What follows belongs to an exercise in optimizing a design on an open flow for a short achievable clock period and few clock cycles; a production flow would make more cautious choices.
The RTL was checked by simulation tests, not by an equivalence proof against the original design.
Power figures rest on the tool's default switching activity, not on a simulated workload.

**flow/run.sh**
```bash
#!/bin/bash
# synth_recipe.tcl (not shown) runs the flow's synth.tcl, then flattens the netlist and writes it again
# the make line also repeats each setting of config.mk as NAME=value (left out here)
make -C /OpenROAD-flow-scripts/flow DESIGN_CONFIG=/design/flow/config.mk WORK_HOME=/design/flow/orfs CLKGATE_MAP_FILE= SYNTH_SCRIPT=/design/flow/synth_recipe.tcl finish
```
**flow/config.mk**
```make
export PLATFORM = sky130hd
export DESIGN_NAME = delta_stage
export DESIGN_NICKNAME = delta_stage
export VERILOG_FILES = /design/flow/design.v
export SDC_FILE = /design/flow/constraint.sdc
export NUM_CORES = 4
export LEC_CHECK = 0
export CAP_MARGIN = 20
export CORE_MARGIN = 2
export CORE_UTILIZATION = 45
export SETUP_SLACK_MARGIN = 2.7
export SLEW_MARGIN = 20
```
**flow/constraint.sdc**
```tcl
create_clock -name core_clock -period 5.5 [get_ports {clk}]
set_input_delay 1.1000 -clock core_clock [delete_from_list [all_inputs] [get_ports {clk}]]
set_output_delay 1.1000 -clock core_clock [all_outputs]
set_load 0.01 [all_outputs]
```
**flow/design.v**
```verilog
module delta_encoder #(
    parameter PAW = 5,         
    parameter HAW = 5          
) (
    input  wire        clk,
    input  wire        rst,
    input  wire        in_valid,
    output wire        in_ready,
    input  wire [63:0] in_prev,
    input  wire [63:0] in_cur,
    input  wire        in_last,
    output wire        out_valid,
    input  wire        out_ready,
    output wire [7:0]  out_data,
    output wire        out_last,
    output wire [23:0] out_dirty
);
    localparam PD = 1 << PAW;
    localparam HD = 1 << HAW;
    reg        rdy;
    reg        s_v;
    reg        s_last;
    reg        s_dirty;
    reg [47:0] s_c;
    assign in_ready = rdy;
    always @(posedge clk) begin
        s_c     <= {in_cur[55:32], in_cur[23:0]};
        s_last  <= in_last;
        s_dirty <= (in_prev[23:0]  != in_cur[23:0]) ||
                   (in_prev[55:32] != in_cur[55:32]);
        if (rst)
            s_v <= 1'b0;
        else
            s_v <= in_valid && rdy;
    end
    reg [47:0]    pmem [0:PD-1];
    reg [PAW:0]   pw, pr;
    reg [12:0]    hmem [0:HD-1];     
    reg [HAW:0]   hw, hr;
    reg [2:0]     slot;
    reg [7:0]     hdr;
    reg [3:0]     gcnt;
    wire       dirty    = s_v && s_dirty;
    wire [7:0] hdr_n    = hdr | ({dirty, 7'd0} >> slot);
    wire [3:0] gcnt_n   = gcnt + {3'd0, dirty};
    wire       grp_done = s_v && (slot == 3'd7 || s_last);
    always @(posedge clk) begin
        pmem[pw[PAW-1:0]] <= s_c;
        hmem[hw[HAW-1:0]] <= {s_last, gcnt_n, hdr_n};
        if (rst) begin
            pw   <= 0;
            hw   <= 0;
            slot <= 3'd0;
            hdr  <= 8'd0;
            gcnt <= 4'd0;
        end else begin
            if (dirty)
                pw <= pw + 1'b1;
            if (grp_done) begin
                hw   <= hw + 1'b1;
                slot <= 3'd0;
                hdr  <= 8'd0;
                gcnt <= 4'd0;
            end else if (s_v) begin
                slot <= slot + 3'd1;
                hdr  <= hdr_n;
                gcnt <= gcnt_n;
            end
        end
    end
    wire [PAW:0] pfill = pw - pr;     
    wire [HAW:0] hfill = hw - hr;
    wire         pne   = (pw != pr);
    wire         hne   = (hw != hr);
    always @(posedge clk) begin
        if (rst)
            rdy <= 1'b0;
        else
            rdy <= (pfill <= PD - 4) && (hfill <= HD - 4);
    end
    reg        hh_v, ph_v;
    reg [12:0] hh;          
    reg [47:0] ph;          
    wire       hh_pop, ph_pop;
    always @(posedge clk) begin
        if ((!hh_v || hh_pop) && hne)
            hh <= hmem[hr[HAW-1:0]];
        if ((!ph_v || ph_pop) && pne)
            ph <= pmem[pr[PAW-1:0]];
        if (rst) begin
            hh_v <= 1'b0;
            ph_v <= 1'b0;
            hr   <= 0;
            pr   <= 0;
        end else begin
            if ((!hh_v || hh_pop) && hne) begin
                hh_v <= 1'b1;
                hr   <= hr + 1'b1;
            end else if (hh_pop) begin
                hh_v <= 1'b0;
            end
            if ((!ph_v || ph_pop) && pne) begin
                ph_v <= 1'b1;
                pr   <= pr + 1'b1;
            end else if (ph_pop) begin
                ph_v <= 1'b0;
            end
        end
    end
    reg [2:0]  nb;          
    reg [3:0]  rem;         
    reg        glast;       
    reg [23:0] fdirty;      
    wire        room;
    wire        at_hdr = (nb == 3'd0);
    wire        start  = at_hdr ? (hh[11:8] != 4'd0)
                                : (nb == 3'd1 && rem != 4'd0);
    wire        e_last = at_hdr ? (hh[11:8] == 4'd0 && hh[12])
                                : (nb == 3'd1 && rem == 4'd0 && glast);
    reg  [7:0]  e_data;
    always @(*) begin
        case (nb)
            3'd6:    e_data = ph[7:0];
            3'd5:    e_data = ph[15:8];
            3'd4:    e_data = ph[23:16];
            3'd3:    e_data = ph[31:24];
            3'd2:    e_data = ph[39:32];
            3'd1:    e_data = ph[47:40];
            default: e_data = hh[7:0];
        endcase
    end
    wire        go     = room && (at_hdr ? hh_v : ph_v);
    assign hh_pop = go && at_hdr;
    assign ph_pop = go && (nb == 3'd1);
    always @(posedge clk) begin
        if (rst) begin
            nb     <= 3'd0;
            rem    <= 4'd0;
            glast  <= 1'b0;
            fdirty <= 24'd0;
        end else if (go) begin
            if (at_hdr)
                glast <= hh[12];
            if (start) begin
                nb  <= 3'd6;
                rem <= at_hdr ? hh[11:8] - 4'd1 : rem - 4'd1;
            end else if (!at_hdr) begin
                nb  <= nb - 3'd1;
            end
            if (e_last)
                fdirty <= 24'd0;
            else if (start)
                fdirty <= fdirty + 24'd1;
        end
    end
    delta_ofifo #(.W(33), .AW(2)) u_out (
        .clk       (clk),
        .rst       (rst),
        .push      (go),
        .din       ({fdirty, e_last, e_data}),
        .room      (room),
        .out_valid (out_valid),
        .out_ready (out_ready),
        .dout      ({out_dirty, out_last, out_data})
    );
endmodule
module delta_apply_parser (
    input  wire        clk,
    input  wire        rst,
    input  wire        in_valid,
    output wire        in_ready,
    input  wire [7:0]  in_data,
    input  wire        in_last,
    input  wire [31:0] cap,         
    output wire        out_valid,
    input  wire        out_ready,
    output wire        out_end,
    output wire [23:0] out_pair,
    output wire [47:0] out_rgb,
    output wire [1:0]  out_err,
    output wire [23:0] out_info,
    output wire [23:0] out_count
);
    localparam [1:0] S_HDR   = 2'd0;
    localparam [1:0] S_PAY   = 2'd1;
    localparam [1:0] S_DRAIN = 2'd2;
    localparam [1:0] E_OK        = 2'd0;
    localparam [1:0] E_TRUNCATED = 2'd1;
    localparam [1:0] E_BUF_SMALL = 2'd2;
    function [2:0] lead;
        input [7:0] h;
        begin
            if      (h[7]) lead = 3'd0;
            else if (h[6]) lead = 3'd1;
            else if (h[5]) lead = 3'd2;
            else if (h[4]) lead = 3'd3;
            else if (h[3]) lead = 3'd4;
            else if (h[2]) lead = 3'd5;
            else if (h[1]) lead = 3'd6;
            else           lead = 3'd7;
        end
    endfunction
    reg        rdy;
    reg [41:0] imem [0:3];      
    reg [2:0]  iw, ir;
    reg        hd_v;
    reg [41:0] hd;
    wire       take;
    assign in_ready = rdy;
    wire       i_wr  = in_valid && rdy;
    wire [2:0] ifill = iw - ir;
    wire       i_rd  = (!hd_v || take) && (ifill != 3'd0);
    wire [2:0] ifill_n = ifill + {2'd0, i_wr} - {2'd0, i_rd};
    always @(posedge clk) begin
        if (i_wr)
            imem[iw[1:0]] <= {cap[31:3], in_last, in_data == 8'd0,
                              lead(in_data), in_data};
        if (i_rd)
            hd <= imem[ir[1:0]];
        if (rst) begin
            iw   <= 3'd0;
            ir   <= 3'd0;
            hd_v <= 1'b0;
            rdy  <= 1'b0;
        end else begin
            if (i_wr)
                iw <= iw + 3'd1;
            if (i_rd)
                ir <= ir + 3'd1;
            if (i_rd)
                hd_v <= 1'b1;
            else if (take)
                hd_v <= 1'b0;
            rdy <= (ifill_n <= 3'd3);
        end
    end
    wire [7:0]  b      = hd[7:0];
    wire [2:0]  b_lead = hd[10:8];
    wire        bzero  = hd[11];
    wire        blast  = hd[12];
    wire [28:0] bcp    = hd[41:13];
    reg [1:0]  state;
    reg [7:0]  mask;        
    reg [20:0] grp;         
    reg [2:0]  slot;        
    reg [23:0] pos;         
    reg [23:0] hpos;        
    reg [47:0] q;           
    reg [2:0]  qn;          
    reg [23:0] cnt;         
    reg        e_pend;      
    reg [1:0]  e_err;
    reg [23:0] e_info;
    reg [23:0] e_cnt;
    wire        room;
    wire [2:0]  m_lead = lead(mask);
    wire [23:0] k      = {grp, slot};
    reg         k_out;
    always @(posedge clk)
        if (take)
            k_out <= ({5'd0, k} >= bcp);
    wire [47:0] q_n    = {b, q[47:8]};
    assign take = room && hd_v;
    reg        rec;         
    reg        fin;         
    reg [1:0]  f_err;
    reg [23:0] f_info;
    always @(*) begin
        rec    = 1'b0;
        fin    = 1'b0;
        f_err  = E_OK;
        f_info = 24'd0;
        case (state)
            S_HDR: begin
                if (!bzero && blast) begin
                    fin    = 1'b1;
                    f_err  = E_TRUNCATED;
                    f_info = pos;
                end else if (blast) begin
                    fin    = 1'b1;
                end
            end
            S_PAY: begin
                if (qn == 3'd5) begin
                    if (k_out) begin
                        fin    = 1'b1;
                        f_err  = E_BUF_SMALL;
                        f_info = k;
                    end else begin
                        rec = 1'b1;
                        if (blast) begin
                            fin = 1'b1;
                            if (mask != 8'd0) begin
                                f_err  = E_TRUNCATED;
                                f_info = hpos;
                            end
                        end
                    end
                end else if (blast) begin
                    fin    = 1'b1;
                    f_err  = E_TRUNCATED;
                    f_info = hpos;
                end
            end
            default: ;
        endcase
    end
    wire        push = e_pend || (take && rec);
    wire [23:0] cnt_n = cnt + 24'd1;
    always @(posedge clk) begin
        if (take && state == S_PAY)
            q <= q_n;
        if (rst) begin
            state  <= S_HDR;
            mask   <= 8'd0;
            grp    <= 21'd0;
            slot   <= 3'd0;
            pos    <= 24'd0;
            hpos   <= 24'd0;
            qn     <= 3'd0;
            cnt    <= 24'd0;
            e_pend <= 1'b0;
            e_err  <= E_OK;
            e_info <= 24'd0;
            e_cnt  <= 24'd0;
        end else begin
            e_pend <= 1'b0;
            if (take) begin
                pos <= pos + 24'd1;
                if (rec)
                    cnt <= cnt_n;
                case (state)
                    S_HDR: begin
                        hpos <= pos;
                        if (bzero) begin
                            grp <= grp + 21'd1;
                        end else begin
                            slot  <= b_lead;
                            mask  <= b & ~(8'h80 >> b_lead);
                            qn    <= 3'd0;
                            state <= S_PAY;
                        end
                    end
                    S_PAY: begin
                        qn <= qn + 3'd1;
                        if (qn == 3'd5) begin
                            if (k_out) begin
                                state <= S_DRAIN;
                            end else if (mask != 8'd0) begin
                                slot <= m_lead;
                                mask <= mask & ~(8'h80 >> m_lead);
                                qn   <= 3'd0;
                            end else begin
                                grp   <= grp + 21'd1;
                                state <= S_HDR;
                            end
                        end
                    end
                    default: ;
                endcase
                if (fin) begin
                    e_pend <= 1'b1;
                    e_err  <= f_err;
                    e_info <= f_info;
                    e_cnt  <= rec ? cnt_n : cnt;
                end
                if (blast) begin
                    state <= S_HDR;
                    mask  <= 8'd0;
                    grp   <= 21'd0;
                    pos   <= 24'd0;
                    cnt   <= 24'd0;
                end
            end
        end
    end
    wire [71:0] o_d;
    delta_ofifo #(.W(73), .AW(2)) u_out (
        .clk       (clk),
        .rst       (rst),
        .push      (push),
        .din       (e_pend ? {1'b1, e_info, 22'd0, e_err, e_cnt}
                           : {1'b0, k, q_n}),
        .room      (room),
        .out_valid (out_valid),
        .out_ready (out_ready),
        .dout      ({out_end, o_d})
    );
    assign out_pair  = o_d[71:48];
    assign out_rgb   = o_d[47:0];
    assign out_info  = o_d[71:48];
    assign out_err   = o_d[25:24];
    assign out_count = o_d[23:0];
endmodule
module delta_stage (
    input  wire        clk,
    input  wire        rst,
    input  wire        enc_in_valid,
    output wire        enc_in_ready,
    input  wire [63:0] enc_in_prev,
    input  wire [63:0] enc_in_cur,
    input  wire        enc_in_last,
    output wire        enc_out_valid,
    input  wire        enc_out_ready,
    output wire [7:0]  enc_out_data,
    output wire        enc_out_last,
    output wire [23:0] enc_out_dirty,
    input  wire        dec_in_valid,
    output wire        dec_in_ready,
    input  wire [7:0]  dec_in_data,
    input  wire        dec_in_last,
    input  wire [31:0] dec_cap,
    output wire        dec_out_valid,
    input  wire        dec_out_ready,
    output wire        dec_out_end,
    output wire [23:0] dec_out_pair,
    output wire [47:0] dec_out_rgb,
    output wire [1:0]  dec_out_err,
    output wire [23:0] dec_out_info,
    output wire [23:0] dec_out_count
);
    delta_encoder u_enc (
        .clk       (clk),
        .rst       (rst),
        .in_valid  (enc_in_valid),
        .in_ready  (enc_in_ready),
        .in_prev   (enc_in_prev),
        .in_cur    (enc_in_cur),
        .in_last   (enc_in_last),
        .out_valid (enc_out_valid),
        .out_ready (enc_out_ready),
        .out_data  (enc_out_data),
        .out_last  (enc_out_last),
        .out_dirty (enc_out_dirty)
    );
    delta_apply_parser u_dec (
        .clk       (clk),
        .rst       (rst),
        .in_valid  (dec_in_valid),
        .in_ready  (dec_in_ready),
        .in_data   (dec_in_data),
        .in_last   (dec_in_last),
        .cap       (dec_cap),
        .out_valid (dec_out_valid),
        .out_ready (dec_out_ready),
        .out_end   (dec_out_end),
        .out_pair  (dec_out_pair),
        .out_rgb   (dec_out_rgb),
        .out_err   (dec_out_err),
        .out_info  (dec_out_info),
        .out_count (dec_out_count)
    );
endmodule
module delta_ofifo #(
    parameter W  = 8,
    parameter AW = 2
) (
    input  wire         clk,
    input  wire         rst,
    input  wire         push,
    input  wire [W-1:0] din,
    output reg          room,
    output reg          out_valid,
    input  wire         out_ready,
    output reg  [W-1:0] dout
);
    localparam D = 1 << AW;
    reg [W-1:0] mem [0:D-1];
    reg [AW:0]  wp, rp;
    wire [AW:0] cnt  = wp - rp;
    wire        pop  = (cnt != 0) && (!out_valid || out_ready);
    wire [AW:0] cnt2 = cnt + {{AW{1'b0}}, push} - {{AW{1'b0}}, pop};
    always @(posedge clk) begin
        if (push)
            mem[wp[AW-1:0]] <= din;
        if (pop)
            dout <= mem[rp[AW-1:0]];
        if (rst) begin
            wp        <= 0;
            rp        <= 0;
            room      <= 1'b0;
            out_valid <= 1'b0;
        end else begin
            if (push)
                wp <= wp + 1'b1;
            if (pop)
                rp <= rp + 1'b1;
            if (pop)
                out_valid <= 1'b1;
            else if (out_ready)
                out_valid <= 1'b0;
            room <= (cnt2 <= D - 2);
        end
    end
endmodule
```
==> run_results.csv, run 1 <==
group,metric,value,unit
cells_and_area,nFillCells,20800,
clocking,cts-buffers-inserted,322,
setup_path,worstSetupEndpointType,"flip-flop",
sta,slew_headroom,19.7,%
setup_path,cp-start-kind,"flip-flop",
die,start_util,45.3,%
setup_path,path_delay_family,"simple AND/OR/NAND/NOR gates",
synthesis,ys.flop_type,"edfxtp_1",
cells_and_area,drive_above_1_share,23.7,%
cells_and_area,finalNetCount,6831,
detailed_routing,detail_route.first_pass.iterations,8,
power,power_density,436,nW/µm²
synthesis,synthTopCellsByArea,"edfxtp_1, mux4_2, dfxtp_1",
synthesis,synth_top_cell_by_area,"edfxtp_1",
power,totalPowerFinal,0.0607,W
die,die_w,521,µm
die,ios,336,
synthesis,synth-seq-cells,3103,
cells_and_area,multi_input_area,28700,µm²
clocking,path_clk_slew,0.06,ns
sta,rsz0062_at_grt,"yes",
run,max-cap-violations,0,
sta,hold_slack,0.445,ns
setup_path,worstPathRequired,6.06,ns
synthesis,synthesis.area,120000,µm²
setup_path,cp_slowest_cell,"nor2_4",
worst_hold_path,min_from,"u_dec.q[46]",
setup_path,worstPathMaxFanout,29,
setup_path,cp_num_buf_inv,1,
clocking,ctsLongestPathBuffers,4,
synthesis,synth_edf_count,2794,
worst_hold_path,worstHoldPathCells,0,
detailed_routing,routed_wl,291,mm
global_route,antenna_found_initial,14,
sta,fmax,0.351,GHz
detailed_routing,route.detailed.drc,0,
sta,period_minus_slack,2.85,ns
sta,worst_pin_slew,1.20,ns
global_route,grt_max_degree,88,
sta,setup_tns,0,ns
setup_path,cpPeakStageDelay,1.03,ns
synthesis,syn_area_per_cell,19.7,µm²
synthesis,synth_fp_nets,6383,
setup_path,cp_data_arrival_time,3.40,ns
sta,setup_viol,0,
outcome,run_status,"no timing/DRC/antenna violations",
cells_and_area,seq_area,90200,µm²
die,die_area,271000,µm²
cells_and_area,final_core_util,52.5,%
sta,hold_viol,0,
placed_design,dp_slack,2.07,ns
clocking,cts_root_buffer,"clkbuf_16",
setup_path,path_cells,"nand2b_1, nor2_4, buf_12",
setup_path,cp-startpoint,"u_enc.pw[2]",
die,core-area,265000,µm²
sta,drv_slew,0,
synthesis,synth_cells,6117,
setup_path,reg2reg_depth,3,
global_route,track_usage,21.1,%
setup_path,critPathKind,"flip-flop to flip-flop",
detailed_routing,via_per_inst,5.80,
clocking,clk_latency,0.93,ns
setup_path,crit_cells,3,
placed_design,port-buffer-count,300,
sta,skew,0.0972,ns
sta,period_share,51.8,%
detailed_routing,drt-wirelength-per-cell,28.1,µm
power,p_leak,44.3,nW
synthesis,async_flop_share,0,%
synthesis,yosysTopAreaCellShare,69.8,%
cells_and_area,syn_to_final_growth,15.8,%
cells_and_area,layout_commonest_cell,"edfxtp_1",
detailed_routing,antenna_left,0,
placed_design,dp_hpwl,159,mm
synthesis,yosysWarningCount,4,
clocking,cts_tree,"done",
synthesis,synth_cell_types,85,
global_route,grt_pass1_vias,59500,
cells_and_area,mostFrequentLayoutCells,"edfxtp_1, mux4_2, clkbuf_16",
die,rows,189,
placed_design,gp_congestion,0.795,
worst_hold_path,hp-class,"flip-flop to flip-flop",
detailed_routing,drt_iter0_drc,6156,
synthesis,ys_seq_area_share,74.9,%
clocking,htreeDepth,5,
detailed_routing,vias,60200,
die,dieHeight,521,µm
global_route,grt_overflow_total,0,
clocking,cts.sinks,3103,
sta,setup_ws,2.65,ns
power,ir_worst_vdd,347,µV
setup_path,reg2reg_from,"u_enc.pw[2]",
global_route,grt_pass1_wl,418,mm
what timing repair did:
action | CTS | global route
endpoints found under the hold margin | 0 | 0
setup buffers | 20 | 28
setup endpoints to repair | 912 | 447
gates resized for setup | 281 | 31
gates cloned | 15 | 2
hold buffers | 0 | 0
pin swaps | 10 | 22
metal layers:
metal	track usage, %	share of wire, %
met1	29.9	42
met4	5.31	2.4
met2	34.1	48
met5	0	0.020
met3	3.48	7.0
path summary, 6_finish.rpt:
check / end / slack [ns]
setup reg to reg: u_enc.pmem[7][21] / 2.65
hold / removal: u_dec.q[38] / 0.45
hold reg to reg: u_dec.q[38] / 0.45
setup / recovery: u_enc.pmem[7][21] / 2.65
cells in the mapped netlist, drive strengths merged (8+ instances only):
cell type	instances
inv	81
edfxtp	2794
nand2	312
a211oi	57
xor2	45
nand3	83
nand2b	21
a21o	9
a222oi	14
and4	8
a21oi	136
mux2i	76
or3	36
a31oi	12
o31ai	8
nand4	52
nor2	243
mux4	697
buf	186
a32oi	63
dfxtp	309
nor4	19
a2111o	21
o21a	70
and3	32
clkbuf	191
xnor2	97
or4	12
o2111ai	20
o21ai	60
nor3	55
nor3b	12
mux2	48
and2	20
nor2b	33
ha	84
metrics by stage:
stage,cell area (µm²),instances
finish,139000,10400
floorplan,120000,6117
CTS,139000,10300
global route,139000,10400
global placement,128000,9704
detailed placement,128000,9709
sequential cells by signal (all words and copies together), names as in the netlist, 8 cells and up:
register	flops
u_dec.cnt	24
u_dec.e_cnt	24
u_dec.e_info	24
u_dec.grp	21
u_dec.hd	42
u_dec.hpos	24
u_dec.imem	168
u_dec.mask	8
u_dec.pos	24
u_dec.q	40
u_dec.u_out.dout	73
u_dec.u_out.mem	292
u_enc.fdirty	24
u_enc.hdr	8
u_enc.hh	13
u_enc.hmem	416
u_enc.ph	48
u_enc.pmem	1536
u_enc.s_c	48
u_enc.u_out.dout	33
u_enc.u_out.mem	132
where the power goes:
group          switching (W)  internal [W]
registers            0.00102        0.0275
clock network        0.00923        0.0124
logic                0.00555       0.00506
total                 0.0158        0.0449
cells by family (layout without fill, tap and decap cells):
kind of cell / after synthesis / in the layout / synth area share, %
AO/OA/AOI/OAI: 528 / 529 / 3.15
XOR/XNOR: 145 / 145 / 1.09
adder cells (fa/ha/maj): 90 / 90 / 0.974
buffers and inverters: 463 / 1165 / 1.80
flip-flops: 3103 / 3103 / 74.9
multiplexers: 821 / 821 / 14.1
other: 0 / 3 / 0
AND/OR/NAND/NOR: 967 / 976 / 3.90
area by class of cell:
cell class | count | share of cell area (%)
timing repair inverter | 1 | 0.00539
tap | 3533 | 3.18
antenna | 3 | 0.00539
clock inverter | 160 | 1.26
clock buffer | 428 | 6.33
timing repair buffer | 490 | 3.62
inverter | 86 | 0.248
sequential | 3103 | 64.8
multi-input combinational | 2561 | 20.6
Testbench counts, summed over its fixed seeds: cycles 164,330.
==> inputs of run 2 (changes only) <==
--- a/flow/config.mk
+++ b/flow/config.mk
@@ -8,5 +8,5 @@
 export CAP_MARGIN = 20
 export CORE_MARGIN = 2
-export CORE_UTILIZATION = 45
-export SETUP_SLACK_MARGIN = 2.7
+export CORE_UTILIZATION = 60
+export SETUP_SLACK_MARGIN = 3.0
 export SLEW_MARGIN = 20
==> run 2 against run 1 <==
Against the previous run:
- still clean
- non-clock buffer count increased by 67
- setup slack improved by 0.13 ns
- synthesized cell count unchanged
- wire length increased by 0.23%
- die area decreased by 25%
- fmax increased by 4.7%
- sequential share of layout area increased by 0.73 points
- final cell count decreased by 8.1%
- total power decreased by 2.3%
- count of clock-buffer cells in the layout increased by 2
- critical path type unchanged
- critical endpoint is now u_dec.u_out.room
- largest cell class unchanged
- largest power group unchanged
==> run_results.csv, run 2 <==
group,metric,value,unit
outcome,run_status,"no timing/DRC/antenna violations",
die,core-area,199000,µm²
detailed_routing,vias,61100,
synthesis,async_flop_share,0,%
synthesis,synth-seq-cells,3103,
power,clockPowerShare,34.1,%
sta,drv_slew,0,
synthesis,yosysWarningCount,4,
detailed_routing,drt_iter0_drc,6498,
clocking,cts.sinks,3103,
sta,rsz0062_at_grt,"yes",
sta,period_share,49.5,%
setup_path,crit_cells,13,
placed_design,port-buffer-count,300,
cells_and_area,finalNetCount,6900,
detailed_routing,routed_wl,292,mm
power,p_switching,0.0149,W
sta,worst_pin_slew,1.14,ns
power,power_density,431,nW/µm²
cells_and_area,syn_to_final_growth,14.5,%
cells_and_area,drive_above_1_share,26.0,%
synthesis,synthesis.area,120000,µm²
global_route,grt_pass1_wl,419,mm
placed_design,dp_slack,1.67,ns
setup_path,reg2reg_slack,2.78,ns
synthesis,syn_area_per_cell,19.7,µm²
global_route,grt_overflow_total,0,
synthesis,synth_cells,6117,
synthesis,synth_fp_nets,6383,
synthesis,synthTopCellsByArea,"edfxtp_1, mux4_2, dfxtp_1",
clocking,cts_tree,"done",
clocking,cts_hold_buffers,0,
sta,period_minus_slack,2.72,ns
power,totalPowerFinal,0.0593,W
synthesis,synth_common_cells,"edfxtp_1, mux4_2, nand2_1, dfxtp_1, nor2_1",
sta,skew,0.0308,ns
cells_and_area,layout_commonest_cell,"edfxtp_1",
clocking,cts_root_buffer,"clkbuf_16",
setup_path,path_cells,"inv_2, ha_4, fa_2, xnor3_2, a31oi_4, ha_1, inv_1, ha_1, inv_1, fa_2, xnor2_2, xnor2_1, nor3_1",
sta,setup_tns,0,ns
global_route,track_usage,28.6,%
die,ios,336,
run,max-cap-violations,0,
clocking,cts-buffers-inserted,321,
placed_design,dp_cells,8851,
power,ir_worst_vdd,396,µV
power,p_int,0.0444,W
synthesis,synth_cell_types,85,
synthesis,synth_edf_count,2794,
setup_path,cp_data_arrival_time,3.51,ns
detailed_routing,route.detailed.drc,0,
clocking,path_clk_slew,0.06,ns
setup_path,worstPathMaxFanout,4,
placed_design,gp_congestion,0.801,
sta,fmax,0.368,GHz
setup_path,path_delay_family,"adder cells",
synthesis,ys_seq_area_share,74.9,%
setup_path,critPathKind,"flip-flop to flip-flop",
cells_and_area,largest_reg_flops,1536,
setup_path,reg2reg_depth,13,
die,die_area,204000,µm²
die,rows,164,
sta,setup_ws,2.78,ns
clocking,ctsLongestPathBuffers,4,
setup_path,cp_slowest_cell,"dfxtp_4",
worst_hold_path,hp-class,"flip-flop to flip-flop",
setup_path,cpPeakStageDelay,0.37,ns
power,p_seq_share,47.7,%
sta,hold_slack,0.451,ns
cells_and_area,fin_cells,9529,
die,start_util,60.3,%
worst_hold_path,min_from,"u_dec.q[44]",
sta,setup_viol,0,
synthesis,synth_top_cell_by_area,"edfxtp_1",
power,p_sw_share,25.2,%
setup_path,cp_num_buf_inv,3,
synthesis,ys.flop_type,"edfxtp_1",
clocking,htreeDepth,5,
clocking,clk_latency,0.95,ns
global_route,grt_max_degree,132,
die,dieHeight,452,µm
setup_path,cp-start-kind,"flip-flop",
setup_path,reg2reg_from,"u_dec.u_out.wp[0]",
setup_path,r2r_end,"u_dec.u_out.room",
worst_hold_path,min_to,"u_dec.q[36]",
sta,hold_viol,0,
placed_design,dp_hpwl,159,mm
global_route,grt_pass1_vias,60500,
detailed_routing,antenna_left,0,
global_route,antenna_found_initial,11,
synthesis,yosysTopAreaCellShare,69.8,%
detailed_routing,via_per_inst,6.41,
detailed_routing,drt-wirelength-per-cell,30.6,µm
setup_path,worstPathRequired,6.29,ns
worst_hold_path,worstHoldPathCells,0,
setup_path,worstSetupEndpointType,"flip-flop",
sta,slew_headroom,23.8,%
cells_and_area,mostFrequentLayoutCells,"edfxtp_1, mux4_2, clkbuf_16",
synthesis,yosysMostFrequentCell,"edfxtp_1",
detailed_routing,detail_route.first_pass.iterations,7,
power,comb_power_share,18.2,%
die,die_w,452,µm
power,p_leak,44.2,nW
## run 2: cell counts after synthesis
Identical to the previous run, type by type.
## run 2: how the worst max path moves through the flow
stage | start | end | slack, ns
floorplan | u_dec.u_out.wp[0] | u_dec.u_out.room | 1.45
global placement | enc_in_cur[4] | u_enc.s_dirty | 0.89
detailed placement | u_enc.nb[0] | u_enc.fdirty[6] | 1.67
CTS | u_dec.u_out.dout[23] | dec_out_count[23] | 2.73
global route | u_dec.u_out.wp[0] | u_dec.u_out.room | 2.66
finish | u_dec.u_out.wp[0] | u_dec.u_out.room | 2.78
## run 2: metal layers
layer / track usage, % / share of wire, % / vias up
li1: - / - / 25900
met1: 40.0 / 39 / 32300
met2: 46.2 / 49 / 2486
met3: 4.90 / 7.7 / 461
met4: 9.93 / 3.5 / 6
met5: 0 / 0.013 / -
## run 2: final cells by class
| type | count | area [µm²] |
|---|---|---|
| Sequential cell | 3103 | 90200 |
| Fill cell | 12800 | 61800 |
| Multi-Input combinational cell | 2564 | 28800 |
| Clock buffer | 430 | 8730 |
| Timing Repair Buffer | 557 | 5280 |
| Tap cell | 2656 | 3320 |
| Clock inverter | 126 | 917 |
| Inverter | 86 | 383 |
| Antenna cell | 6 | 15.0 |
| Timing Repair inverter | 1 | 11.3 |
## run 2: kinds of logic after synthesis
logic type      Yosys count  share of synthesized area, %
flops                  3103                          74.9
mux                     821                          14.1
buf+inv                 463                          1.80
xor+xnor                145                          1.09
compound gates          528                          3.15
simple gates            967                          3.90
fa+ha+maj                90                         0.974
## run 2: metrics by stage
step	util (%)	cell area (µm²)
floorplan	-	120000
global placement	63.5	127000
detailed placement	63.6	127000
CTS	68.8	137000
global route	69.0	138000
finish	69.0	138000
## run 2: what timing repair did
item | 4_1_cts | 5_1_grt
cloned | 19 | 4
buffers inserted | 77 | 13
endpoints found under the setup margin | 1512 | 532
resized for setup | 755 | 47
pin swaps | 30 | 14
## run 2: worst reg2reg max path: stages, from the launching register on
cell     delay, ns
dfxtp_4       0.37
inv_2         0.06
ha_4          0.15
fa_2          0.32
xnor3_2       0.27
a31oi_4       0.21
ha_1          0.24
inv_1         0.05
ha_1          0.13
inv_1         0.05
fa_2          0.35
xnor2_2       0.14
xnor2_1       0.17
nor3_1        0.06
## run 2: power groups by stage
stage | clock [W] | combinational [W] | sequential, W
final | 0.0202 | 0.0108 | 0.0283
after floorplan | 0 | 0.00725 | 0.0286
after global routing | 0.0215 | 0.0116 | 0.0284
after global placement | 0 | 0.0102 | 0.0290
after detailed placement | 0 | 0.0103 | 0.0291
after CTS | 0.0206 | 0.0108 | 0.0283
==> inputs of run 3 (changes only) <==
--- a/flow/design.v
+++ b/flow/design.v
@@ -38,4 +38,8 @@
     reg [12:0]    hmem [0:HD-1];     
     reg [HAW:0]   hw, hr;
+    reg [PD-1:0]  pwh;               
+    reg [HD-1:0]  hwh;               
+    reg [PD-1:0]  prh;               
+    reg [HD-1:0]  hrh;               
     reg [2:0]     slot;
     reg [7:0]     hdr;
@@ -45,18 +49,28 @@
     wire [3:0] gcnt_n   = gcnt + {3'd0, dirty};
     wire       grp_done = s_v && (slot == 3'd7 || s_last);
+    integer i;
     always @(posedge clk) begin
-        pmem[pw[PAW-1:0]] <= s_c;
-        hmem[hw[HAW-1:0]] <= {s_last, gcnt_n, hdr_n};
+        for (i = 0; i < PD; i = i + 1)
+            if (pwh[i])
+                pmem[i] <= s_c;
+        for (i = 0; i < HD; i = i + 1)
+            if (hwh[i])
+                hmem[i] <= {s_last, gcnt_n, hdr_n};
         if (rst) begin
             pw   <= 0;
             hw   <= 0;
+            pwh  <= 1;
+            hwh  <= 1;
             slot <= 3'd0;
             hdr  <= 8'd0;
             gcnt <= 4'd0;
         end else begin
-            if (dirty)
-                pw <= pw + 1'b1;
+            if (dirty) begin
+                pw  <= pw + 1'b1;
+                pwh <= {pwh[PD-2:0], pwh[PD-1]};
+            end
             if (grp_done) begin
                 hw   <= hw + 1'b1;
+                hwh  <= {hwh[HD-2:0], hwh[HD-1]};
                 slot <= 3'd0;
                 hdr  <= 8'd0;
@@ -83,9 +97,21 @@
     reg [47:0] ph;          
     wire       hh_pop, ph_pop;
+    reg [12:0] hmem_rd;
+    reg [47:0] pmem_rd;
+    always @(*) begin
+        hmem_rd = 13'd0;
+        for (i = 0; i < HD; i = i + 1)
+            hmem_rd = hmem_rd | (hmem[i] & {13{hrh[i]}});
+        pmem_rd = 48'd0;
+        for (i = 0; i < PD; i = i + 1)
+            pmem_rd = pmem_rd | (pmem[i] & {48{prh[i]}});
+    end
+    wire hh_ld = (!hh_v || hh_pop) && hne;
+    wire ph_ld = (!ph_v || ph_pop) && pne;
     always @(posedge clk) begin
-        if ((!hh_v || hh_pop) && hne)
-            hh <= hmem[hr[HAW-1:0]];
-        if ((!ph_v || ph_pop) && pne)
-            ph <= pmem[pr[PAW-1:0]];
+        if (hh_ld)
+            hh <= hmem_rd;
+        if (ph_ld)
+            ph <= pmem_rd;
         if (rst) begin
             hh_v <= 1'b0;
@@ -93,14 +119,18 @@
             hr   <= 0;
             pr   <= 0;
+            hrh  <= 1;
+            prh  <= 1;
         end else begin
-            if ((!hh_v || hh_pop) && hne) begin
+            if (hh_ld) begin
                 hh_v <= 1'b1;
                 hr   <= hr + 1'b1;
+                hrh  <= {hrh[HD-2:0], hrh[HD-1]};
             end else if (hh_pop) begin
                 hh_v <= 1'b0;
             end
-            if ((!ph_v || ph_pop) && pne) begin
+            if (ph_ld) begin
                 ph_v <= 1'b1;
                 pr   <= pr + 1'b1;
+                prh  <= {prh[PD-2:0], prh[PD-1]};
             end else if (ph_pop) begin
                 ph_v <= 1'b0;
@@ -154,5 +184,5 @@
         end
     end
-    delta_ofifo #(.W(33), .AW(2)) u_out (
+    delta_ofifo #(.W(33)) u_out (
         .clk       (clk),
         .rst       (rst),
@@ -210,6 +240,5 @@
     wire       i_wr  = in_valid && rdy;
     wire [2:0] ifill = iw - ir;
-    wire       i_rd  = (!hd_v || take) && (ifill != 3'd0);
-    wire [2:0] ifill_n = ifill + {2'd0, i_wr} - {2'd0, i_rd};
+    wire       i_rd  = (!hd_v || take) && (iw != ir);
     always @(posedge clk) begin
         if (i_wr)
@@ -232,5 +261,5 @@
             else if (take)
                 hd_v <= 1'b0;
-            rdy <= (ifill_n <= 3'd3);
+            rdy <= (ifill <= 3'd1);
         end
     end
@@ -376,5 +405,5 @@
     end
     wire [71:0] o_d;
-    delta_ofifo #(.W(73), .AW(2)) u_out (
+    delta_ofifo #(.W(73)) u_out (
         .clk       (clk),
         .rst       (rst),
@@ -453,6 +482,5 @@
 endmodule
 module delta_ofifo #(
-    parameter W  = 8,
-    parameter AW = 2
+    parameter W = 8
 ) (
     input  wire         clk,
@@ -465,30 +493,28 @@
     output reg  [W-1:0] dout
 );
-    localparam D = 1 << AW;
-    reg [W-1:0] mem [0:D-1];
-    reg [AW:0]  wp, rp;
-    wire [AW:0] cnt  = wp - rp;
-    wire        pop  = (cnt != 0) && (!out_valid || out_ready);
-    wire [AW:0] cnt2 = cnt + {{AW{1'b0}}, push} - {{AW{1'b0}}, pop};
+    reg [W-1:0] mem [0:3];
+    reg [2:0]   wp, rp;
+    wire [2:0] cnt = wp - rp;
+    wire       pop = (wp != rp) && (!out_valid || out_ready);
     always @(posedge clk) begin
         if (push)
-            mem[wp[AW-1:0]] <= din;
+            mem[wp[1:0]] <= din;
         if (pop)
-            dout <= mem[rp[AW-1:0]];
+            dout <= mem[rp[1:0]];
         if (rst) begin
-            wp        <= 0;
-            rp        <= 0;
+            wp        <= 3'd0;
+            rp        <= 3'd0;
             room      <= 1'b0;
             out_valid <= 1'b0;
         end else begin
             if (push)
-                wp <= wp + 1'b1;
+                wp <= wp + 3'd1;
             if (pop)
-                rp <= rp + 1'b1;
+                rp <= rp + 3'd1;
             if (pop)
                 out_valid <= 1'b1;
             else if (out_ready)
                 out_valid <= 1'b0;
-            room <= (cnt2 <= D - 2);
+            room <= (cnt <= 3'd1);
         end
     end
--- a/flow/config.mk
+++ b/flow/config.mk
@@ -8,5 +8,5 @@
 export CAP_MARGIN = 20
 export CORE_MARGIN = 2
-export CORE_UTILIZATION = 60
-export SETUP_SLACK_MARGIN = 3.0
+export CORE_UTILIZATION = 55
+export SETUP_SLACK_MARGIN = 3.2
 export SLEW_MARGIN = 20
==> run 3 against run 2 <==
Against the previous run:
- critical path depth down 12
- synthesized cell count increased by 14%
- global-route usage up 5.2 points
- highest routed layer unchanged
==> run_results.csv, run 3 <==
group,metric,value,unit
outcome,run_status,"no timing/DRC/antenna violations",
die,die_area,219000,µm²
detailed_routing,antenna_left,0,
cells_and_area,nFillCells,14900,
detailed_routing,vias,71500,
setup_path,cp_num_buf_inv,1,
synthesis,async_flop_share,0,%
sta,period_minus_slack,2.62,ns
die,core-area,214000,µm²
placed_design,dp_hpwl,189,mm
detailed_routing,detail_route.first_pass.iterations,6,
die,ios,336,
sta,slew_headroom,16.2,%
synthesis,synthTopCellsByArea,"edfxtp_1, dfxtp_1, a22oi_1",
sta,setup_tns,0,ns
detailed_routing,routed_wl,379,mm
power,ir_worst_vdd,372,µV
sta,fmax,0.381,GHz
synthesis,synth_compound_area_share,8.83,%
global_route,grt_pass1_wl,515,mm
die,die_w,468,µm
synthesis,synth_cells,6972,
setup_path,path_cells,"buf_2",
synthesis,muxShareOfSynthArea,3.47,%
clocking,path_clk_slew,0.06,ns
placed_design,port-buffer-count,300,
detailed_routing,via_per_inst,6.71,
global_route,antenna_found_initial,22,
cells_and_area,seq_area,93000,µm²
synthesis,ys.flop_type,"edfxtp_1",
cells_and_area,mostFrequentLayoutCells,"edfxtp_1, a22oi_1, nand2_1",
synthesis,synth_top_cell_by_area,"edfxtp_1",
run,max-cap-violations,0,
setup_path,cp-start-kind,"flip-flop",
synthesis,yosysMostFrequentCell,"edfxtp_1",
synthesis,ys_seq_area_share,78.3,%
clocking,cts-buffers-inserted,335,
sta,hold_viol,0,
detailed_routing,drt-wirelength-per-cell,35.6,µm
synthesis,yosys.area_share.simple,5.51,%
global_route,grt_overflow_total,0,
worst_hold_path,hp-class,"flip-flop to flip-flop",
synthesis,synth_cell_types,78,
synthesis,yosys.area_share.adder,0.843,%
sta,rsz0062_at_grt,"yes",
sta,period_share,47.7,%
setup_path,worstPathRequired,4.40,ns
clocking,cts_tree,"done",
placed_design,gp_congestion,0.836,
synthesis,synth-seq-cells,3231,
sta,worst_pin_slew,1.26,ns
power,p_leak,45.0,nW
die,dieHeight,468,µm
power,power_density,421,nW/µm²
setup_path,cp_slowest_cell,"edfxtp_1",
detailed_routing,drt_iter0_drc,11000,
clocking,clk_latency,0.96,ns
setup_path,critPathKind,"flip-flop to output pin",
clocking,cts.sinks,3231,
synthesis,syn_area_per_cell,17.0,µm²
die,rows,170,
cells_and_area,finalNetCount,7815,
synthesis,synth_xor_area_share,1.27,%
global_route,grt_pass1_vias,67200,
synthesis,synth_common_cells,"edfxtp_1, a22oi_1, dfxtp_1, nand2_1, clkbuf_1",
cells_and_area,layout_commonest_cell,"edfxtp_1",
sta,setup_viol,0,
clocking,cts_root_buffer,"clkbuf_16",
clocking,htreeDepth,5,
setup_path,path_delay_family,"flip-flops",
cells_and_area,syn_to_final_growth,17.5,%
setup_path,cpPeakStageDelay,0.41,ns
setup_path,cp_data_arrival_time,1.52,ns
setup_path,worstSetupEndpointType,"output pin",
sta,hold_slack,0.450,ns
setup_path,worstPathMaxFanout,2,
synthesis,yosysWarningCount,6,
sta,skew,0.0515,ns
cells_and_area,largest_reg_flops,1536,
global_route,grt_max_degree,132,
synthesis,synth_top_family_by_area,"compound AO/OA/AOI/OAI gates",
synthesis,synth_edf_count,2794,
die,start_util,55.3,%
detailed_routing,route.detailed.drc,0,
synthesis,yosysTopAreaCellShare,70.9,%
sta,drv_slew,0,
synthesis,synth_fp_nets,7226,
cells_and_area,drive_above_1_share,19.6,%
clocking,ctsLongestPathBuffers,4,
global_route,track_usage,33.8,%
synthesis,synthesis.area,118000,µm²
cells_and_area,multi_input_area,25100,µm²
==> run 3: changes by cell type in the layout (fill, tap and decap cells not counted), sizes merged, moves of 111 or more <==
cell / delta
a22o: +122
a21oi: +117
a221oi: +129
nand2: +111
dfxtp: +128
mux4: -549
a22oi: +739
nand4: +120
==> run 3: per-stage QoR <==
| step | util (%) | power (W) | setup slack (ns) | area, µm² | std cells |
|---|---|---|---|---|---|
| after floorplan | - | 0.0326 | 2.59 | 119000 | 6972 |
| after global placement | 58.2 | 0.0355 | 1.04 | 125000 | 9827 |
| after detailed placement | 58.2 | 0.0356 | 1.89 | 125000 | 9828 |
| after CTS | 64.3 | 0.0582 | 2.82 | 138000 | 10600 |
| after global routing | 64.9 | 0.0600 | 2.83 | 139000 | 10700 |
| final | 64.9 | 0.0585 | 2.88 | 139000 | 10700 |
==> run 3: final timing paths <==
check	slack, ns	endpoint	depth (start not counted)	from
worst min-delay path	0.45	u_dec.q[32]	0	u_dec.q[40]
worst max-delay path	2.88	dec_out_info[19]	1	u_dec.u_out.dout[67]
worst min register to register	0.45	u_dec.q[32]	0	u_dec.q[40]
worst max register to register	3.05	u_dec.e_info[10]	10	u_dec.mask[7]
==> run 3: power by group <==
| part | switching, W | leakage, nW | internal, W | total [W] |
|---|---|---|---|---|
| logic | 0.00448 | 10.9 | 0.00292 | 0.00740 |
| clock network | 0.00916 | 5.13 | 0.0129 | 0.0221 |
| registers | 0.000921 | 29.0 | 0.0281 | 0.0290 |
| total | 0.0146 | 45.0 | 0.0439 | 0.0585 |
==> run 3: cell type report <==
| class | instances | share of cell area [%] |
|---|---|---|
| timing repair buffer | 663 | 4.71 |
| clock inverter | 133 | 0.947 |
| timing repair inverter | 2 | 0.0126 |
| sequential | 3231 | 66.9 |
| tap | 2838 | 2.55 |
| antenna | 8 | 0.0144 |
| multi-input combinational | 3252 | 18.0 |
| inverter | 76 | 0.232 |
| clock buffer | 459 | 6.62 |
==> run 3: metal layers <==
| metal | track usage [%] | routed length, µm |
|---|---|---|
| met4 | 13.5 | 18600 |
| met5 | 0 | 92 |
| met2 | 53.5 | 176000 |
| met3 | 7.15 | 43600 |
| met1 | 46.1 | 141000 |
==> run 3: logic make-up (layout without fill, tap and decap cells) <==
logic type,count (synthesis),in the layout
AO/OA/AOI/OAI,1439,1445
AND/OR/NAND/NOR,1320,1336
flip-flops,3231,3231
adder cells (fa/ha/maj),78,78
buffers and inverters,513,1333
multiplexers,219,219
XOR/XNOR,172,174
other,0,8
==> run 3: what timing repair did <==
action | CTS | global route
setup endpoints to repair | 1573 | 598
cloned | 32 | 10
pin swaps | 86 | 62
resized for setup | 949 | 125
buffers inserted | 125 | 67
hold buffers | 0 | 0
Testbench counts of run 3, summed over its fixed seeds: cycles 164,330.
==> inputs of run 4 (changes only) <==
--- a/flow/design.v
+++ b/flow/design.v
@@ -1,5 +1,5 @@
 module delta_encoder #(
-    parameter PAW = 5,         
-    parameter HAW = 5          
+    parameter PAW = 4,         
+    parameter HAW = 4          
 ) (
     input  wire        clk,
==> run 4 against run 3 <==
Against the previous run:
- register-to-register slack hardly changed
- hold slack worse by 0.0068 ns
- final area is 32% lower
- utilization is 0.96 points lower
==> run_results.csv, run 4 <==
group,metric,value,unit
outcome,run_status,"no timing/DRC/antenna violations",
placed_design,dp_hpwl,108,mm
setup_path,r2r_end,"u_enc.fdirty[23]",
synthesis,yosysTopAreaCellShare,67.0,%
cells_and_area,drive_above_1_share,19.2,%
synthesis,synth_common_cells,"edfxtp_1, dfxtp_1, nor2_1, a221oi_1, a22o_1",
clocking,cts_tree,"done",
synthesis,synth_edf_count,1818,
sta,setup_viol,0,
worst_hold_path,worstHoldPathCells,0,
die,ios,336,
die,rows,141,
clocking,cts.sinks,2187,
power,ir_worst_vdd,299,µV
cells_and_area,largest_reg_flops,768,
detailed_routing,drt_iter0_drc,4576,
die,start_util,55.2,%
detailed_routing,route.detailed.drc,0,
detailed_routing,routed.top_layer,"met5",
setup_path,cp-start-kind,"flip-flop",
setup_path,cpMostUsedCell,"buf_6",
run,max-cap-violations,0,
global_route,grt_pass1_wl,291,mm
synthesis,yosys.area_share.simple,5.22,%
clocking,ctsLongestPathBuffers,3,
sta,period_share,46.9,%
cells_and_area,final_core_util,64.0,%
detailed_routing,detail_route.first_pass.iterations,7,
power,clockPowerShare,35.3,%
global_route,grt_overflow_total,0,
setup_path,path_cells,"buf_6, buf_6",
clocking,path_clk_slew,0.06,ns
sta,worst_pin_slew,1.17,ns
sta,setup_ws,2.92,ns
power,power_density,430,nW/µm²
global_route,track_usage,26.2,%
sta,slew_headroom,22.2,%
sta,period_minus_slack,2.58,ns
die,die_w,389,µm
power,totalPowerFinal,0.0406,W
setup_path,path_delay_family,"flip-flops",
sta,hold_viol,0,
detailed_routing,routed_wl,201,mm
power,p_switching,0.0104,W
setup_path,cp_num_buf_inv,2,
power,p_seq_share,50.3,%
die,die_area,151000,µm²
cells_and_area,layout_commonest_cell,"edfxtp_1",
sta,fmax,0.388,GHz
detailed_routing,drt-wirelength-per-cell,27.5,µm
global_route,grt_pass1_vias,43700,
synthesis,ys.flop_type,"edfxtp_1",
synthesis,yosys.area_share.adder,1.19,%
sta,rsz0062_at_grt,"yes",
power,p_leak,30.9,nW
setup_path,cp_data_arrival_time,1.48,ns
placed_design,gp_congestion,0.779,
setup_path,critPathKind,"flip-flop to output pin",
cells_and_area,nFillCells,10500,
synthesis,synth_cell_types,83,
sta,skew,0.0308,ns
detailed_routing,wl_met1,87.2,mm
synthesis,synth-seq-cells,2187,
synthesis,synth_cells,4802,
detailed_routing,vias,45100,
detailed_routing,wl_met3,16.7,mm
setup_path,worstPathRequired,4.40,ns
detailed_routing,wl_met2,92.8,mm
power,p_int,0.0302,W
synthesis,synth_compound_area_share,8.12,%
synthesis,synthTopCellsByArea,"edfxtp_1, dfxtp_1, mux4_2",
synthesis,yosysWarningCount,6,
setup_path,worstSetupEndpointType,"output pin",
worst_hold_path,min_to,"u_dec.q[37]",
placed_design,port-buffer-count,300,
worst_hold_path,min_from,"u_dec.q[45]",
worst_hold_path,hp-class,"flip-flop to flip-flop",
setup_path,cp_slowest_cell,"edfxtp_1",
synthesis,syn_area_per_cell,17.0,µm²
synthesis,async_flop_share,0,%
synthesis,synth_top_family_by_area,"compound AO/OA/AOI/OAI gates",
setup_path,cpPeakStageDelay,0.42,ns
cells_and_area,seq_area,62100,µm²
power,comb_power_share,14.3,%
global_route,grt_max_degree,75,
setup_path,reg2reg_slack,3.06,ns
clocking,clk_latency,0.85,ns
synthesis,synthesis.area,81500,µm²
setup_path,reg2reg_depth,10,
synthesis,ys_seq_area_share,76.1,%
clocking,htreeDepth,4,
synthesis,synth_xor_area_share,1.90,%
synthesis,synth_fp_nets,5054,
setup_path,worstPathMaxFanout,2,
cells_and_area,mostFrequentLayoutCells,"edfxtp_1, dfxtp_1, nor2_1",
sta,setup_tns,0,ns
power,p_sw_share,25.5,%
sta,drv_slew,0,
setup_path,reg2reg_from,"u_enc.nb[0]",
cells_and_area,multi_input_area,18500,µm²
placed_design,dp_slack,1.90,ns
clocking,cts_hold_buffers,0,
cells_and_area,antennaDiodeCount,0,
die,core-area,147000,µm²
detailed_routing,antenna_left,0,
synthesis,yosysMostFrequentCell,"edfxtp_1",
die,dieHeight,389,µm
clocking,cts_root_buffer,"clkbuf_16",
cells_and_area,finalNetCount,5441,
clocking,cts-buffers-inserted,214,
cells_and_area,syn_to_final_growth,15.8,%
global_route,antenna_found_initial,9,
synthesis,synth_top_cell_by_area,"edfxtp_1",
detailed_routing,via_per_inst,6.17,
synthesis,muxShareOfSynthArea,5.39,%
[run 4: changes by cell type in the layout (fill, tap and decap cells not counted), sizes merged, moves of 69 or more]
cell / previous run / this run
edfxtp: 2794 / 1818
nand2: 423 / 219
buf: 511 / 334
a22o: 122 / 244
clkbuf: 465 / 324
nand3: 180 / 69
a221oi: 131 / 246
a22oi: 741 / 9
or4: 71 / 2
a21oi: 253 / 150
[run 4: what timing repair did]
action | CTS | global route
gates resized for setup | 734 | 98
gates cloned | 8 | 7
pin swaps | 14 | 36
endpoints found under the setup margin | 1243 | 662
setup buffers | 53 | 43
[run 4: per-stage QoR]
| step | cells | area, µm² | hold slack (ns) |
|---|---|---|---|
| after global placement | 6792 | 86400 | 0.425 |
| after detailed placement | 6792 | 86400 | 0.431 |
| final | 7307 | 94300 | 0.443 |
| after CTS | 7257 | 93500 | 0.445 |
| after global routing | 7307 | 94300 | 0.453 |
| after floorplan | 4802 | 81600 | 0.418 |
[run 4: worst max-delay path by stage]
stage | startpoint | to | depth (start not counted)
after CTS | u_dec.u_out.dout[13] | dec_out_rgb[13] | 2
after global placement | u_enc.nb[0] | u_enc.hh[10] | 6
after detailed placement | u_enc.nb[0] | u_enc.hh[10] | 6
after global routing | u_dec.u_out.dout[13] | dec_out_rgb[13] | 2
after floorplan | dec_out_ready | u_dec.u_out.rp[2] | 5
final | u_dec.u_out.dout[13] | dec_out_rgb[13] | 2
[run 4: layer usage]
layer	vias up	track usage [%]
met2	1783	40.1
met5	-	0
met3	281	5.10
met1	23200	38.8
met4	4	6.93
li1	19800	-
[run 4: cell families after synthesis]
group,after synthesis
adders and majority gates,76
buffers and inverters,397
muxes,247
DFF,2187
AOI/OAI and AO/OA,844
xor gates and xnor gates,177
and+or+nand+nor,874
[run 4: final cells by class]
class | count | area share (%)
repair buffers | 480 | 4.30
well taps | 1930 | 2.56
inverters | 78 | 0.322
multi-input cells | 2227 | 19.6
flip-flops and latches | 2187 | 65.8
clock buffers | 317 | 6.59
clock inverters | 87 | 0.814
repair inverters | 1 | 0.00531
[run 4: power groups by stage]
stage               combinational [W]  clock (W)  sequential, W
finish                        0.00582     0.0144         0.0204
detailed placement            0.00562          0         0.0208
floorplan                     0.00330          0         0.0205
global route                  0.00626     0.0153         0.0205
CTS                           0.00562     0.0146         0.0204
global placement              0.00557          0         0.0207
Testbench counts of run 4, summed over its fixed seeds: cycles 167,155.
==> inputs of run 5 (changes only) <==
--- a/flow/design.v
+++ b/flow/design.v
@@ -138,4 +138,5 @@
         end
     end
+    reg [47:0] sh;          
     reg [2:0]  nb;          
     reg [3:0]  rem;         
@@ -144,23 +145,12 @@
     wire        room;
     wire        at_hdr = (nb == 3'd0);
-    wire        start  = at_hdr ? (hh[11:8] != 4'd0)
+    wire        load   = at_hdr ? (hh[11:8] != 4'd0)
                                 : (nb == 3'd1 && rem != 4'd0);
     wire        e_last = at_hdr ? (hh[11:8] == 4'd0 && hh[12])
                                 : (nb == 3'd1 && rem == 4'd0 && glast);
-    reg  [7:0]  e_data;
-    always @(*) begin
-        case (nb)
-            3'd6:    e_data = ph[7:0];
-            3'd5:    e_data = ph[15:8];
-            3'd4:    e_data = ph[23:16];
-            3'd3:    e_data = ph[31:24];
-            3'd2:    e_data = ph[39:32];
-            3'd1:    e_data = ph[47:40];
-            default: e_data = hh[7:0];
-        endcase
-    end
-    wire        go     = room && (at_hdr ? hh_v : ph_v);
+    wire [7:0]  e_data = at_hdr ? hh[7:0] : sh[7:0];
+    wire        go     = room && (at_hdr ? hh_v : 1'b1) && (!load || ph_v);
     assign hh_pop = go && at_hdr;
-    assign ph_pop = go && (nb == 3'd1);
+    assign ph_pop = go && load;
     always @(posedge clk) begin
         if (rst) begin
@@ -172,13 +162,15 @@
             if (at_hdr)
                 glast <= hh[12];
-            if (start) begin
+            if (load) begin
+                sh  <= ph;
                 nb  <= 3'd6;
                 rem <= at_hdr ? hh[11:8] - 4'd1 : rem - 4'd1;
             end else if (!at_hdr) begin
+                sh  <= {8'd0, sh[47:8]};
                 nb  <= nb - 3'd1;
             end
             if (e_last)
                 fdirty <= 24'd0;
-            else if (start)
+            else if (load)
                 fdirty <= fdirty + 24'd1;
         end
@@ -192,5 +184,6 @@
         .out_valid (out_valid),
         .out_ready (out_ready),
-        .dout      ({out_dirty, out_last, out_data})
+        .dout      ({out_dirty, out_last, out_data}),
+        .dnext     ()
     );
 endmodule
@@ -404,5 +397,9 @@
         end
     end
-    wire [71:0] o_d;
+    wire [72:0] o_n;
+    reg         o_end;
+    reg  [23:0] o_pair, o_info, o_count;
+    reg  [47:0] o_rgb;
+    reg  [1:0]  o_err;
     delta_ofifo #(.W(73)) u_out (
         .clk       (clk),
@@ -414,11 +411,21 @@
         .out_valid (out_valid),
         .out_ready (out_ready),
-        .dout      ({out_end, o_d})
+        .dout      (),
+        .dnext     (o_n)
     );
-    assign out_pair  = o_d[71:48];
-    assign out_rgb   = o_d[47:0];
-    assign out_info  = o_d[71:48];
-    assign out_err   = o_d[25:24];
-    assign out_count = o_d[23:0];
+    always @(posedge clk) begin
+        o_end   <= o_n[72];
+        o_pair  <= o_n[72] ? 24'd0 : o_n[71:48];
+        o_rgb   <= o_n[72] ? 48'd0 : o_n[47:0];
+        o_info  <= o_n[72] ? o_n[71:48] : 24'd0;
+        o_err   <= o_n[72] ? o_n[25:24] : 2'd0;
+        o_count <= o_n[72] ? o_n[23:0]  : 24'd0;
+    end
+    assign out_end   = o_end;
+    assign out_pair  = o_pair;
+    assign out_rgb   = o_rgb;
+    assign out_info  = o_info;
+    assign out_err   = o_err;
+    assign out_count = o_count;
 endmodule
 module delta_stage (
@@ -491,21 +498,30 @@
     output reg          out_valid,
     input  wire         out_ready,
-    output reg  [W-1:0] dout
+    output reg  [W-1:0] dout,
+    output wire [W-1:0] dnext       
 );
     reg [W-1:0] mem [0:3];
     reg [2:0]   wp, rp;
-    wire [2:0] cnt = wp - rp;
-    wire       pop = (wp != rp) && (!out_valid || out_ready);
+    reg         hv;
+    reg [W-1:0] head;
+    wire [2:0]   cnt    = wp - rp;
+    wire         pop    = (wp != rp) && (!hv || out_ready);
+    wire [W-1:0] head_n = pop ? mem[rp[1:0]] : head;
+    wire         hv_n   = pop || (hv && !out_ready);
+    assign dnext = head_n;
     always @(posedge clk) begin
         if (push)
             mem[wp[1:0]] <= din;
-        if (pop)
-            dout <= mem[rp[1:0]];
+        dout <= head_n;
         if (rst) begin
             wp        <= 3'd0;
             rp        <= 3'd0;
             room      <= 1'b0;
+            hv        <= 1'b0;
             out_valid <= 1'b0;
+            head      <= {W{1'b0}};
         end else begin
+            if (pop)
+                head <= mem[rp[1:0]];
             if (push)
                 wp <= wp + 3'd1;
@@ -513,8 +529,9 @@
                 rp <= rp + 3'd1;
             if (pop)
-                out_valid <= 1'b1;
+                hv <= 1'b1;
             else if (out_ready)
-                out_valid <= 1'b0;
-            room <= (cnt <= 3'd1);
+                hv <= 1'b0;
+            out_valid <= hv_n;
+            room      <= (cnt <= 3'd1);
         end
     end
--- a/flow/config.mk
+++ b/flow/config.mk
@@ -9,4 +9,6 @@
 export CORE_MARGIN = 2
 export CORE_UTILIZATION = 55
+export CTS_CLUSTER_DIAMETER = 80
+export CTS_CLUSTER_SIZE = 24
 export SETUP_SLACK_MARGIN = 3.2
 export SLEW_MARGIN = 20
==> run 5 against run 4 <==
Against the previous run:
- clock power down about 30%
- still clean on timing, DRC and antenna
- sequential power rose by 8%
- global-route usage rose by 0.22 points
- final area rose by 5.1%
- synthesized cell count grew 12%
- utilization down 0.73 points
- sequential share of layout area grew 0.62 points
- flip-flop and latch count rose by 210
==> run_results.csv, run 5 <==
group,metric,value,unit
die,ios,336,
detailed_routing,drt-wirelength-per-cell,27.9,µm
setup_path,critPathKind,"flip-flop to flip-flop",
clocking,path_clk_slew,0.10,ns
clocking,cts_root_buffer,"clkbuf_16",
sta,slew_headroom,21.3,%
placed_design,dp_hpwl,119,mm
synthesis,yosysTopAreaCellShare,60.7,%
cells_and_area,antennaDiodeCount,0,
sta,rsz0062_at_grt,"yes",
sta,drv_slew,0,
clocking,cts_tree,"done",
synthesis,ys.flop_type,"edfxtp_1",
sta,period_minus_slack,2.48,ns
power,p_sw_share,27.4,%
global_route,antenna_found_initial,7,
die,rows,145,
setup_path,worstPathRequired,5.99,ns
global_route,track_usage,26.4,%
power,clockPowerShare,25.0,%
clocking,cts.sinks,2397,
clocking,cts_hold_buffers,0,
synthesis,yosysWarningCount,6,
detailed_routing,drt_iter0_drc,5340,
global_route,gr-usage-met2,40.7,%
sta,fmax,0.403,GHz
cells_and_area,drive_above_1_share,19.5,%
cells_and_area,multi_input_area,20900,µm²
global_route,grt_pass1_vias,46200,
placed_design,gp_congestion,0.779,
global_route,use_met1,40.5,%
sta,worst_pin_slew,1.18,ns
synthesis,synth_cells,5376,
synthesis,synth_fp_nets,5626,
die,die_area,161000,µm²
die,dieHeight,402,µm
cells_and_area,syn_to_final_growth,13.9,%
power,ir_worst_vdd,357,µV
setup_path,worstSetupEndpointType,"flip-flop",
run,max-cap-violations,0,
synthesis,synth_top_cell_by_area,"edfxtp_1",
cells_and_area,mostFrequentLayoutCells,"edfxtp_1, dfxtp_1, nor2_1",
power,p_int,0.0294,W
clocking,ctsLongestPathBuffers,3,
global_route,grtUsageMet3,3.77,%
setup_path,cp_data_arrival_time,2.97,ns
outcome,run_status,"no timing/DRC/antenna violations",
synthesis,synth-seq-cells,2397,
die,start_util,55.5,%
power,p_seq_share,54.6,%
cells_and_area,seq_area,65800,µm²
synthesis,yosys.area_share.adder,1.09,%
power,comb_power_share,20.4,%
detailed_routing,antenna_left,0,
placed_design,dpl_cell_area,92500,µm²
global_route,grt_max_degree,86,
setup_path,worstPathMaxFanout,8,
worst_hold_path,hp-class,"flip-flop to flip-flop",
sta,period_share,45.1,%
synthesis,ys_seq_area_share,75.4,%
detailed_routing,detail_route.first_pass.iterations,5,
sta,setup_viol,0,
synthesis,async_flop_share,0,%
synthesis,synth_compound_area_share,7.31,%
synthesis,synth_cell_types,75,
clocking,htreeDepth,3,
cells_and_area,finalNetCount,6005,
global_route,grt_overflow_total,0,
cells_and_area,nFillCells,11500,
detailed_routing,via_per_inst,6.17,
synthesis,synth_xor_area_share,1.67,%
synthesis,syn_area_per_cell,16.2,µm²
synthesis,synthesis.area,87000,µm²
clocking,cts-buffers-inserted,118,
synthesis,synth_common_cells,"edfxtp_1, dfxtp_1, nor2_1, nand2_1, a221oi_1",
synthesis,yosysMostFrequentCell,"edfxtp_1",
placed_design,port-buffer-count,300,
global_route,busiest_layer,"met2",
sta,setup_tns,0,ns
sta,hold_viol,0,
die,core-area,157000,µm²
power,p_leak,33.4,nW
cells_and_area,stdcell_area,99100,µm²
sta,skew,0.0356,ns
synthesis,yosys.area_share.simple,6.31,%
die,die_w,402,µm
setup_path,cp-start-kind,"flip-flop",
global_route,grt_pass1_wl,315,mm
detailed_routing,route.detailed.drc,0,
detailed_routing,routed_wl,220,mm
synthesis,synthTopCellsByArea,"edfxtp_1, dfxtp_1, mux4_2",
cells_and_area,layout_commonest_cell,"edfxtp_1",
detailed_routing,vias,48900,
power,p_switching,0.0111,W
synthesis,synth_top_family_by_area,"compound AO/OA/AOI/OAI gates",
synthesis,synth_edf_count,1760,
synthesis,muxShareOfSynthArea,6.58,%
cells_and_area,largest_reg_flops,768,
power,power_density,409,nW/µm²
clocking,clk_latency,0.78,ns
[run 5: area by class of cell]
type                       instances  area share (%)
clock buffer                     186            3.44
clock inverter                    35           0.322
inverter                          75           0.322
multi-input combinational       2620            21.1
sequential                      2397            66.4
tap                             2058            2.60
timing repair buffer             541            5.79
timing repair inverter             2          0.0177
[run 5: final timing paths]
check	from	end	slack, ns	cells after the start
hold / removal	u_dec.hpos[19]	u_dec.e_info[19]	0.45	2
setup / recovery	u_enc.rem[0]	u_enc.sh[23]	3.02	9
setup reg to reg	u_enc.rem[0]	u_enc.sh[23]	3.02	9
hold reg to reg	u_dec.hpos[19]	u_dec.e_info[19]	0.45	2
[run 5: cell families (layout without fill, tap and decap cells)]
logic type | after synthesis | count (layout)
AND/OR/NAND/NOR | 1158 | 1168
flip-flops | 2397 | 2397
multiplexers | 372 | 372
buffers and inverters | 373 | 839
XOR/XNOR | 166 | 166
adder cells (fa/ha/maj) | 74 | 74
AO/OA/AOI/OAI | 836 | 840
[run 5: layer usage]
metal,wire (µm),share of wire [%]
met1,98800,45
met5,51,0.023
met4,3830,1.7
met3,16300,7.4
met2,101000,46
[run 5: through the flow]
stage          hold slack, ns  power, W  util [%]  setup slack [ns]  std cells
3_3_place_gp            0.421    0.0292      59.0              1.77       7523
4_1_cts                 0.449    0.0399      62.2              2.94       7841
2_1_floorplan           0.418    0.0264         -              2.73       5376
3_5_place_dp            0.426    0.0293      59.0              1.75       7523
5_1_grt                 0.469    0.0420      63.2              2.88       7914
6_report                0.449    0.0405      63.2              3.02       7914
[run 5: power groups by stage]
| stage | Clock, W | Combinational (W) | Sequential (W) |
|---|---|---|---|
| 2_1_floorplan | 0 | 0.00422 | 0.0221 |
| 3_3_place_gp | 0 | 0.00670 | 0.0225 |
| 3_5_place_dp | 0 | 0.00676 | 0.0225 |
| 4_1_cts | 0.0103 | 0.00753 | 0.0221 |
| 5_1_grt | 0.0109 | 0.00882 | 0.0223 |
| 6_report | 0.0101 | 0.00827 | 0.0221 |
[run 5: worst max-delay path, stage by stage, from the launching register on]
cell and delay, ns:
dfxtp_1 0.38, nor4_4 0.56, o22ai_4 0.18, buf_6 0.15, a21oi_4 0.23, buf_6 0.14, nand2_4 0.05, nor2_4 0.10
buf_12 0.20, clkbuf_16 0.20
[run 5: timing repair]
action | in CTS | in global routing
endpoints found under the setup margin | 1408 | 900
buffers inserted | 76 | 54
endpoints found under the hold margin | 0 | 0
gates resized for setup | 898 | 192
cloned | 21 | 17
pin swaps | 31 | 49
Testbench counts of run 5, summed over its fixed seeds: cycles 166,921.

-- separate check: timing with driven ports --
In the flow no input, the clock included, has a driving cell. The finished layouts below were timed again as built, in two steps.
Step 1 (the two cells are an assumption about what drives the block):
set clk [get_ports {clk}]
set_driving_cell -lib_cell sky130_fd_sc_hd__clkbuf_16 $clk
set_driving_cell -lib_cell sky130_fd_sc_hd__buf_2 [delete_from_list [all_inputs] $clk]
Step 2 moves the port delays by t, midway between the first and last clock arrival at a register: inputs arrive t later, outputs are due t later. That takes back most of the time a late clock gives input paths.
Three values: no drivers, after step 1, after step 2; two values: the first two.
run | shift t [ns] | slack for setup (ns) | worst hold slack (ns) | clock arrival spread, ns | worst slew at a driven data input, ns
run 1 | 0.977 | 2.651 / 2.651 / 2.093 | 0.445 / 0.445 / 0.445 | 0.098 / 0.098 | 0.12
run 2 | 1.018 | 2.779 / 2.714 / 2.131 | 0.451 / 0.451 / 0.451 | 0.039 / 0.038 | 0.10
run 3 | 1.032 | 2.876 / 2.785 / 2.230 | 0.450 / 0.450 / 0.450 | 0.057 / 0.057 | 0.13
run 4 | 0.909 | 2.922 / 2.842 / 2.333 | 0.443 / 0.443 / 0.443 | 0.034 / 0.035 | 0.11
run 5 | 0.841 | 3.020 / 3.020 / 2.411 | 0.449 / 0.449 / 0.449 | 0.042 / 0.042 | 0.07
After both steps setup and hold are still met in every run listed. The setup slack of run 2, which loses most, moves by -0.065 ns with the drivers and by -0.648 ns with both steps.
